What follows belongs to an exercise in optimizing a design on an open flow for small area, a short achievable clock period and few clock cycles; a production flow would make more cautious choices.
In this exercise RTL edits were held to simulation tests only and were not proved equivalent to the original.
No activity file was given, so power comes from the tool's default toggle rates.

$ cat flow/config.mk
export PLATFORM = sky130hd
export DESIGN_NAME = pif_core
export DESIGN_NICKNAME = pif_core
export VERILOG_FILES = /design/flow/design.v
export SDC_FILE = /design/flow/constraint.sdc
export NUM_CORES = 4
export LEC_CHECK = 0
export CAP_MARGIN = 20
export CORE_MARGIN = 2
export CORE_UTILIZATION = 30
export SLEW_MARGIN = 20
$ cat flow/run.sh
#!/bin/bash
# synth_recipe.tcl (not shown) runs the flow's synth.tcl, then flattens the netlist and writes it again
# the make line also repeats each setting of config.mk as NAME=value (left out here)
make -C /OpenROAD-flow-scripts/flow DESIGN_CONFIG=/design/flow/config.mk WORK_HOME=/design/flow/orfs CLKGATE_MAP_FILE= SYNTH_SCRIPT=/design/flow/synth_recipe.tcl finish
$ cat flow/constraint.sdc
create_clock -name core_clock -period 10.0 [get_ports {clk}]
set_input_delay 2.0000 -clock core_clock [delete_from_list [all_inputs] [get_ports {clk}]]
set_output_delay 2.0000 -clock core_clock [all_outputs]
set_load 0.01 [all_outputs]
$ cat flow/design.v
module pif_core (
    input  wire         clk,
    input  wire         rst,
    input  wire         host_we,
    input  wire [5:0]   host_addr,
    input  wire [7:0]   host_wdata,
    output wire [7:0]   host_rdata,
    input  wire         start,
    output wire         ready,
    output wire         fault,
    input  wire [127:0] pad,
    output wire         save_en,
    output wire         save_we,
    output wire [7:0]   save_slice,
    output wire [63:0]  save_wdata,
    input  wire [63:0]  save_rdata
);
    localparam [15:0] PAK_LOCK_ADDR    = 16'h0400;
    localparam [15:0] PAK_USABLE_BOUND = 16'h7FE0;
    localparam [23:0] SAVE_SIGNATURE   = 24'h008000;  
    localparam [3:0] S_IDLE   = 4'd0,
                     S_HDR    = 4'd1,    
                     S_RLEN   = 4'd2,    
                     S_OPS    = 4'd3,    
                     S_CRC    = 4'd4,    
                     S_SRDREQ = 4'd5,    
                     S_SRDWT  = 4'd6,    
                     S_SWGATH = 4'd7,    
                     S_SWR    = 4'd8,    
                     S_RCHK   = 4'd9,    
                     S_RESP   = 4'd10,   
                     S_FIN    = 4'd11,   
                     S_FAULT  = 4'd12;
    localparam [2:0] R_ZERO  = 3'd0,
                     R_SIG0  = 3'd1,
                     R_SIG4  = 3'd2,
                     R_POLL  = 3'd3,
                     R_CRC   = 3'd4,
                     R_SAVE  = 3'd5;
    reg [7:0]  ram [0:63];
    reg [3:0]  state;
    reg [6:0]  cur;       
    reg [5:0]  chan;      
    reg [5:0]  sl;        
    reg [7:0]  rl;        
    reg [5:0]  hdr;       
    reg [5:0]  sb;        
    reg [7:0]  opnd1;     
    reg [2:0]  rkind;
    reg [7:0]  crc;
    reg [5:0]  cidx;      
    reg [2:0]  cbit;      
    reg [5:0]  clen;      
    reg [7:0]  ridx;      
    reg [63:0] sbuf;      
    assign host_rdata = ram[host_addr];
    assign ready      = (state == S_IDLE);
    assign fault      = (state == S_FAULT);
    assign save_en    = (state == S_SRDREQ) || (state == S_SWR);
    assign save_we    = (state == S_SWR);
    assign save_slice = opnd1;
    assign save_wdata = sbuf;
    function [7:0] tx_byte;
        input [5:0] k;
        begin
            if (k < sl)
                tx_byte = ram[sb + k];
            else
                tx_byte = 8'h00;
        end
    endfunction
    reg [7:0] rx_byte;
    always @* begin
        rx_byte = 8'h00;
        case (rkind)
            R_SIG0: case (ridx)
                        8'd0: rx_byte = 8'h05;
                        8'd1: rx_byte = 8'h00;
                        8'd2: rx_byte = 8'h01;
                        default: rx_byte = 8'h00;
                    endcase
            R_SIG4: case (ridx)
                        8'd0: rx_byte = SAVE_SIGNATURE[23:16];
                        8'd1: rx_byte = SAVE_SIGNATURE[15:8];
                        8'd2: rx_byte = SAVE_SIGNATURE[7:0];
                        default: rx_byte = 8'h00;
                    endcase
            R_POLL: if (ridx < 8'd4)
                        rx_byte = pad[{chan[1:0], ridx[1:0], 3'b000} +: 8];
            R_CRC:  if (ridx == 8'd0)
                        rx_byte = crc;
            R_SAVE: if (ridx < 8'd8)
                        rx_byte = sbuf[{ridx[2:0], 3'b000} +: 8];
            default: rx_byte = 8'h00;
        endcase
    end
    wire [7:0]  op      = ram[sb];
    wire [7:0]  t1      = tx_byte(6'd1);
    wire [7:0]  t2      = tx_byte(6'd2);
    wire [15:0] pak_off = {t1, t2} & 16'hFFE0;
    reg       d_ok;
    reg [2:0] d_kind;
    always @* begin
        d_ok   = 1'b0;
        d_kind = R_ZERO;
        case (op)
            8'h00, 8'hFF: begin
                if (chan == 6'd0) begin
                    d_ok = 1'b1; d_kind = R_SIG0;
                end else if (chan == 6'd4) begin
                    d_ok = 1'b1; d_kind = R_SIG4;
                end
            end
            8'h01: if (chan <= 6'd3) begin
                       d_ok = 1'b1; d_kind = R_POLL;
                   end
            8'h02: if (pak_off == PAK_LOCK_ADDR || pak_off < PAK_USABLE_BOUND) begin
                       d_ok = 1'b1; d_kind = R_ZERO;
                   end
            8'h03: begin
                       d_ok = 1'b1; d_kind = R_CRC;
                   end
            8'h04: if (chan == 6'd4) begin
                       d_ok = 1'b1; d_kind = R_SAVE;
                   end
            8'h05: if (chan == 6'd4) begin
                       d_ok = 1'b1; d_kind = R_ZERO;
                   end
            default: ;
        endcase
    end
    wire [7:0] hbyte = ram[cur[5:0]];
    wire [7:0] cbyte = ram[sb + 6'd3 + cidx];
    wire       cin   = (cidx < clen) ? cbyte[cbit] : 1'b0;
    wire [7:0] crc_next = {crc[6:0], cin} ^ (crc[7] ? 8'h85 : 8'h00);
    wire [7:0] gbyte = tx_byte(6'd2 + ridx[5:0]);
    integer i;
    always @(posedge clk) begin
        if (rst) begin
            state <= S_IDLE;
            for (i = 0; i < 64; i = i + 1)
                ram[i] <= 8'h00;
            cur   <= 7'd0;
            chan  <= 6'd0;
            sl    <= 6'd0;
            rl    <= 8'd0;
            hdr   <= 6'd0;
            sb    <= 6'd0;
            opnd1 <= 8'd0;
            rkind <= R_ZERO;
            crc   <= 8'd0;
            cidx  <= 6'd0;
            cbit  <= 3'd0;
            clen  <= 6'd0;
            ridx  <= 8'd0;
            sbuf  <= 64'd0;
        end else begin
            case (state)
                S_IDLE: begin
                    if (host_we)
                        ram[host_addr] <= host_wdata;
                    if (start && ram[63] == 8'h01) begin
                        cur   <= 7'd0;
                        chan  <= 6'd0;
                        state <= S_HDR;
                    end
                end
                S_HDR: begin
                    if (cur > 7'h3E) begin
                        state <= S_FIN;
                    end else begin
                        cur <= cur + 7'd1;
                        if (hbyte == 8'hFE) begin
                            state <= S_FIN;
                        end else if (hbyte[7] || hbyte[6] || hbyte == 8'h00) begin
                            chan <= chan + 6'd1;
                        end else begin
                            sl    <= hbyte[5:0];
                            hdr   <= cur[5:0] + 6'd1;
                            state <= S_RLEN;
                        end
                    end
                end
                S_RLEN: begin
                    rl  <= hbyte;
                    cur <= cur + 7'd1;
                    sb  <= cur[5:0] + 6'd1;
                    if (hbyte == 8'hFE)
                        state <= S_FIN;
                    else if ((cur + 7'd1) + {1'b0, sl} > 7'd64)
                        state <= S_FAULT;
                    else
                        state <= S_OPS;
                end
                S_OPS: begin
                    cur   <= cur + {1'b0, sl};
                    opnd1 <= t1;
                    rkind <= d_kind;
                    ridx  <= 8'd0;
                    if (!d_ok) begin
                        ram[hdr] <= ram[hdr] | 8'h80;
                        chan     <= chan + 6'd1;
                        state    <= S_HDR;
                    end else begin
                        case (op)
                            8'h03: begin
                                crc   <= 8'h00;
                                cidx  <= 6'd0;
                                cbit  <= 3'd7;
                                clen  <= (sl > 6'd3) ? sl - 6'd3 : 6'd0;
                                state <= S_CRC;
                            end
                            8'h04: state <= S_SRDREQ;
                            8'h05: state <= S_SWGATH;
                            default: state <= S_RCHK;
                        endcase
                    end
                end
                S_CRC: begin
                    crc  <= crc_next;
                    cbit <= cbit - 3'd1;
                    if (cbit == 3'd0) begin
                        cidx <= cidx + 6'd1;
                        if (cidx == clen)
                            state <= S_RCHK;
                    end
                end
                S_SRDREQ: state <= S_SRDWT;
                S_SRDWT: begin
                    sbuf  <= save_rdata;
                    state <= S_RCHK;
                end
                S_SWGATH: begin
                    sbuf[{ridx[2:0], 3'b000} +: 8] <= gbyte;
                    ridx <= ridx + 8'd1;
                    if (ridx == 8'd7)
                        state <= S_SWR;
                end
                S_SWR: begin
                    ridx  <= 8'd0;
                    state <= S_RCHK;
                end
                S_RCHK: begin
                    if ({2'b00, cur} + {1'b0, rl} > 9'd64) begin
                        state <= S_FAULT;
                    end else if (rl == 8'd0) begin
                        chan  <= chan + 6'd1;
                        state <= S_HDR;
                    end else begin
                        ridx  <= 8'd0;
                        state <= S_RESP;
                    end
                end
                S_RESP: begin
                    ram[cur[5:0]] <= rx_byte;
                    cur  <= cur + 7'd1;
                    ridx <= ridx + 8'd1;
                    if (ridx + 8'd1 == rl) begin
                        chan  <= chan + 6'd1;
                        state <= S_HDR;
                    end
                end
                S_FIN: begin
                    ram[63] <= 8'h00;
                    state   <= S_IDLE;
                end
                S_FAULT: ;
                default: state <= S_FAULT;
            endcase
        end
    end
endmodule
==> run summary <==
state kept, by name, summed over array words and instances (netlist names), named ones only:
signal,count
clen,6
chan,6
cbit,3
rkind,3
sb,6
rl,8
cur,7
opnd1,8
sl,6
ram,512
hdr,6
sbuf,64
state,4
cidx,6
ridx,8
crc,8
worst min-delay path: stages (launching register included):
cell and delay [ns]:
dfxtp_1 0.31, nand2_1 0.05, a21oi_1 0.05
power groups by stage:
stage / Combinational [mW] / Sequential (mW) / Clock, mW
finish: 7.90 / 3.72 / 2.98
global route: 8.00 / 3.71 / 3.08
floorplan: 5.04 / 3.34 / 0
detailed placement: 7.48 / 3.73 / 0
CTS: 7.51 / 3.67 / 2.98
global placement: 7.42 / 3.73 / 0
through the flow:
stage,power [mW],std cells
floorplan,8.38,4611
global placement,11.1,7028
detailed placement,11.2,7028
CTS,14.2,7171
global route,14.8,7178
finish,14.6,7191
worst max-delay path by stage:
stage / to / start
floorplan: host_rdata[0] / host_addr[1]
global placement: ram[28][0]$_SDFFCE_PN0P_ / sb[0]$_SDFFE_PP0P_
detailed placement: ram[3][2]$_SDFFCE_PN0P_ / sb[0]$_SDFFE_PP0P_
CTS: ram[3][2]$_SDFFCE_PN0P_ / sb[0]$_SDFFE_PP0P_
global route: ram[3][1]$_SDFFCE_PN0P_ / sb[0]$_SDFFE_PP0P_
finish: ram[3][2]$_SDFFCE_PN0P_ / flop
routing by layer:
layer	up-vias	GRT usage [%]	routed length, um	part of all wire, %
li1	19100	-	-	-
met1	25900	34.2	95500	33
met2	5451	40.8	120000	42
met3	1152	13.5	49200	17
met4	30	16.9	21600	7.5
met5	-	0.781	203	0.071
cell families after synthesis:
logic type / synth area share, %
multiplexers: 39.6
buffers and inverters: 4.93
AND/OR/NAND/NOR: 12.1
AO/OA/AOI/OAI: 8.55
adder cells (fa/ha/maj): 1.54
XOR/XNOR: 1.04
flip-flops: 32.2
final cells by class:
class | count | share of cell area [%]
well taps | 2511 | 4.80
flip-flops and latches | 673 | 28.4
repair buffers | 453 | 6.51
diodes | 20 | 0.0764
inverters | 57 | 0.329
clock inverters | 45 | 0.661
clock buffers | 98 | 3.25
multi-input cells | 3334 | 55.9
cell usage in the layout (no fill, tap or decap), types with 31 or more instances in the layout:
| master | count |
|---|---|
| a211oi_1 | 32 |
| a21oi_1 | 182 |
| a221o_1 | 34 |
| a221oi_1 | 35 |
| a22oi_1 | 71 |
| buf_4 | 150 |
| clkbuf_16 | 81 |
| clkdlybuf4s50_1 | 287 |
| dfxtp_1 | 148 |
| edfxtp_1 | 512 |
| ha_1 | 59 |
| inv_1 | 52 |
| mux2i_1 | 138 |
| mux4_2 | 938 |
| nand2_1 | 254 |
| nand3_1 | 103 |
| nand4_1 | 51 |
| nor2_1 | 267 |
| nor3_1 | 456 |
| nor3_2 | 59 |
| o211ai_1 | 44 |
| o21ai_0 | 81 |
| o31ai_1 | 55 |
| xnor2_1 | 31 |
synth_stat cells, types with 15 or more instances:
cell type  instances
a221oi_1          35
a21oi_1          182
nand2_1          259
buf_2            152
o21ai_0           81
clkbuf_1         251
inv_1             53
ha_1              63
o21ai_1           15
o211ai_1          44
a31o_2            22
buf_1             82
nor2b_1           30
a31oi_1           29
nor2_1           269
xor2_1            28
nand4b_1          19
and3_1            24
buf_6             19
a221o_1           34
nor3_1           458
mux4_2           938
edfxtp_1         512
dfxtp_1          161
a21o_1            27
nand2b_1          18
a211oi_1          33
mux2i_1          141
o31ai_1           59
xnor2_1           37
nand3_1          109
nand4_1           51
and2_1            22
a22oi_1           71
buf_4             35
nor3_2            57
==> qor.yml <==
power_leakage_nw: 19.9
ys_ff_latch: 673
end_kind: "flop"
yosysUniqueCellTypes: 96
path_cells: "buf_4 -> nor2b_1 -> buf_4 -> a221oi_1 -> o311a_1 -> a21oi_1 -> nand4_1 -> nand3b_1 -> o311ai_2 -> nor4_4 -> mux2i_4 -> nand3_4 -> o31ai_1"
grt_use_total_pct: 28.3
dr.pass1.iters: 8
gp_congestion: 1.09
cts_hold_buffers: 0
status: "timing/DRC/antenna clean"
synth.largest_area_cell: "mux4_2"
r2r_cells: 13
rrSetupSlack_ns: 2.17
tightest_slew_ns: 1.28
std_cell_rows: 160
min_period_ns: 7.83
synthesis.nets: 4889
crit_family: "compound AO/OA/AOI/OAI gates"
critical_path_class: "reg2reg"
cts_tree: "done"
routed_wirelength_mm: 287
power_frac_comb_pct: 54.2
ir_worst_vdd_mv: 0.162
worst_ep_required_time_ns: 10.35
power_frac_clock_pct: 20.4
hold_class: "reg2reg"
crit_path_frequent_cell: "buf_4"
synth_ff_type: "edfxtp_1"
antenna_found_initial: 28
grt_pass1_wl_mm: 396
cts.sink_count: 673
cts.path.max_buffers: 3
seq_power_share_pct: 25.5
utilization_pct: 34.4
critical_path_depth: 13
tns_ns: 0
period_share_pct: 78.3
avgSynthCellArea_um2: 12.5
final_nets: 4875
clk_pin_slew_worst_paths_ns: 0.06
hold_depth: 2
hold_violations: 0
holdWs_ns: 0.458
synth_warnings: 1
yosysSeqAreaShare_pct: 32.2
worstSkewPairLatency_ns: 0.74
critical_path_buf_inv_count: 2
dieHeight_um: 442
ant_nets: 0
p_sw_mw: 6.63
synthArstFlopShare_pct: 0
ff_latch_area_mm2: 0.0186
dieArea_mm2: 0.196
ios: 294
grt_start_max_net_pins: 110
vias: 51600
slew_headroom_pct: 12.4
synth_area_mm2: 0.0577
p_per_area_mw_per_mm2: 223
hpwl_mm: 207
netlist_instances: 4611
regToRegEndpoint: "ram[3][2]$_SDFFCE_PN0P_"
drv_slew: 0
area_growth_syn_to_layout_pct: 13.6
rsz0062_at_grt: "false"
worst_ep_arrival_time_ns: 8.18
switching_share_pct: 45.4
synth_edf_count: 512
start_kind: "flop"
num-fill-cells: 18600
io_buffers: 293
skew_ns: 0.0424
post_cts_buffers: 0
internal-power_mw: 7.97
postCtsResizedCells: 0
hold_path_end: "clen[2]$_SDFFE_PP0P_"
fp.dieW_um: 442
setup_viol: 0
coreArea_mm2: 0.191
dr.first_iter.drc_count: 9135
multiInputGateArea_mm2: 0.0366
drive_gt1_share_pct: 30.5
initial_utilization_pct: 30.3
finish.instance_area_mm2: 0.0655
maxCapViolations: 0
h-tree-depth: 3
critPathMaxFanout: 23
routedWlPerCell_um: 39.9
drc_errors: 0
max_stage_delay_ns: 1.19
yosys-top-cells-area: "mux4_2 (37%), edfxtp_1 (27%), dfxtp_1 (5.6%)"
cts_made_buffers: 78
cpMaxStageDelayCell: "o31ai_1"
grt_pass1_vias: 48300
cts_root_buffer: "clkbuf_16"
place_area_mm2: 0.0629
overflow: 0
synth.top_cell.area_share_pct: 36.6
layout_setup_ws_ns: 2.17
fmax_ghz: 0.128
via_per_inst: 7.18
dp_slack_ns: 2.45
hold_start: "clen[2]$_SDFFE_PP0P_"
Testbench counts, summed over its fixed seeds: cycles 190,740.

[static timing again, ports no longer ideal]
No port has a modelled driver above. Below, the same layout with a new extraction and two added sets of constraints. Step 1: set_driving_cell puts a clkbuf_16 on clk and a buf_2 on each other input, an assumption about the parent block. Step 2 moves the port delays by t, midway between the first and last clock arrival at a register: inputs arrive t later, outputs are due t later. That takes back most of the time a late clock gives input paths. a / b / c = ideal ports / drivers / drivers and shift; a / b = the first two.
t (ns): 0.802
setup slack, ns: 2.171 / 2.171 / 2.171
worst hold slack (ns): 0.458 / 0.458 / 0.458
worst data-port slew with drivers (ns): 0.08
cell pins on the clock port's net: 1
After both steps setup and hold are still met in this run. The setup slack of this run moves by 0.000 ns with the drivers and by 0.000 ns with both steps.
